Context: an optimization exercise on an open-source flow, tuned for small area, a short achievable clock period and few clock cycles per item. The choices shown serve that exercise and are no tape-out recipe. In this exercise RTL edits were held to simulation tests only and were not proved equivalent to the original. The flow treats the clock pin as an ideal source. Dropping or thinning the clock tree relies on that and would not hold on a real chip. No activity file was given, so power comes from the tool's default toggle rates.

Design fcodec, start of the top module:
module fcodec (
    input  wire        clk,
    input  wire        rst,
    input  wire        in_valid,
    output wire        in_ready,
    input  wire [2:0]  op,
    input  wire [7:0]  sig,
    input  wire [63:0] opa,
    output reg         out_valid,
    output reg  [31:0] res,
    output reg         frng,
    output reg  [1:0]  err
);
    assign in_ready = 1'b1;
    wire [63:0] i_ix = 64'd1 << {op[1], sig[4:0]};
    wire [0:0] i_e3;
    assign i_e3[0] = |(i_ix & 64'h0010000000001000);
    wire [0:0] i_e4;
    assign i_e4[0] = |(i_ix & 64'h0008000000000800);
    wire [0:0] i_e5;
    assign i_e5[0] = |(i_ix & 64'h0004000000000400);
    wire [0:0] i_e6;
    assign i_e6[0] = |(i_ix & 64'h0002000000000200);
    wire [0:0] i_e7;
    assign i_e7[0] = |(i_ix & 64'h0001000000000100);
    wire [0:0] i_e8;
    assign i_e8[0] = |(i_ix & 64'h0000800000000080);
    reg        a_v;
    reg [31:0] a_opa;
    reg [2:0]  a_op;
    reg [4:0]  a_S;
    reg [8:3]  a_E;                       
    reg        a_shi;                     
    reg        a_x1, a_x0, a_fhi;         
    always @(posedge clk) begin
        a_v   <= ~rst & in_valid;
        a_opa <= opa[31:0];
        a_op  <= op;
        a_S   <= sig[4:0];
  ...
For scale: roughly 1,600 cells after synthesis, about 130 flip-flops, ~120 I/O pins, ~10,000 um^2 of cells after synthesis.
==> flow/config.mk <==
export PLATFORM = sky130hd
export DESIGN_NAME = fcodec
export DESIGN_NICKNAME = fcodec
export VERILOG_FILES = /design/flow/design.v
export SDC_FILE = /design/flow/constraint.sdc
export NUM_CORES = 4
export LEC_CHECK = 0
export ABC_AREA = 1
export CAP_MARGIN = 20
export CORE_MARGIN = 2
export CORE_UTILIZATION = 35
export PLACE_DENSITY = 0.75
export SLEW_MARGIN = 20
==> flow/constraint.sdc <==
create_clock -name core_clock -period 14.0 [get_ports {clk}]
set_input_delay 2.8000 -clock core_clock [delete_from_list [all_inputs] [get_ports {clk}]]
set_output_delay 2.8000 -clock core_clock [all_outputs]
set_load 0.01 [all_outputs]
standard.sh (not shown) runs the stock make flow with config.mk's settings and CLKGATE_MAP_FILE= SYNTH_SCRIPT=/design/flow/synth_recipe.tcl, a recipe that flattens the netlist after the stock synthesis.
==> flow/flow/run.sh <==
#!/bin/bash
# Layout flow: the standard ORFS flow (standard.sh: unchanged synthesis
# and steps) at the design's clock period and constraints, with these
# settings changed on the make command line:
#  - SETUP_SLACK_MARGIN: ORFS's timing repair aims for this setup slack
#    instead of 0, so the layout reaches a shorter period than the clock's;
#  - BUFFER_PORTS_ARGS: the port buffers are buf_1 cells (resized by the
#    repair where timing needs it) instead of the resizer's default pick;
#  - PRE_CTS_TCL: flow/clock_tree.tcl builds a balanced two-level clock tree
#    (4 + 8 clkbuf_16) in place of clock_tree_synthesis; the rest of ORFS's
#    CTS step (legalisation, timing repair) runs unchanged.
# The make output goes to orfs_make.log; each ORFS step also writes its own
# log under orfs/logs.
set -euo pipefail
bash standard.sh \
  SETUP_SLACK_MARGIN=10.45 \
  "BUFFER_PORTS_ARGS=-buffer_cell sky130_fd_sc_hd__buf_1" \
  "PRE_CTS_TCL=$PWD/flow/clock_tree.tcl" \
  finish > orfs_make.log 2>&1
Other scripts of this flow, unchanged in this note and not shown: flow/flow/clock_tree.tcl
Testbench counts at the start, summed over its fixed seeds: cycles 32,024, items 32,000.
Rerun with:
CORE_UTILIZATION = 40   (was 35)
After rerunning: Combinational power hardly moves. Worst setup slack loses 0.0030 ns. Via count goes down by 0.51%. Die area goes down by 12%. Cell count goes down by 2.3%.
Rerun with:
CORE_UTILIZATION = 45   (was 40)
- maximum frequency barely changes
- first-iteration DRC count is lower by about a fifth
- design area is lower slightly
- total power is higher slightly
- via count is higher slightly
- die area is lower by roughly a tenth
- worst setup slack barely changes
Rerun with:
ABC_AREA = 0   (was 1)
CORE_UTILIZATION = 40   (was 45)
PLACE_DENSITY = not set   (was 0.75)
=> Worst setup slack degrades by 0.34 ns. Routed wire length goes up by a little under a tenth. Die area grows by roughly a tenth.
In every run of this note, the design's own scripts or RTL, not TritonCTS, make the clock network.

==> what the ideal ports hide <==
The results above use ideal ports. As a check the final layouts listed here were re-extracted and re-timed, cells and wires unchanged. Step 1: set_driving_cell puts a clkbuf_16 on clk and a buf_2 on each other input, an assumption about the parent block. Step 2 also shifts input and output timing later by t, the mid clock arrival at the registers, as if the neighbouring blocks saw the same clock. Three values: no drivers, after step 1, after step 2; two values: the first two.
run	t (ns)	setup WS [ns]	worst slew at a driven data input, ns
the first run	0.388	10.481 / 10.371 / 10.291	0.04
the second run	0.375	10.478 / 10.376 / 10.273	0.04
the third run	0.383	10.476 / 10.369 / 10.399	0.04
the fourth run	0.384	10.141 / 10.141 / 10.141	0.04
After both steps setup and hold are still met in every run listed. For the second run, which loses most, drivers alone change the setup slack by -0.102 ns; drivers and shift together by -0.205 ns.
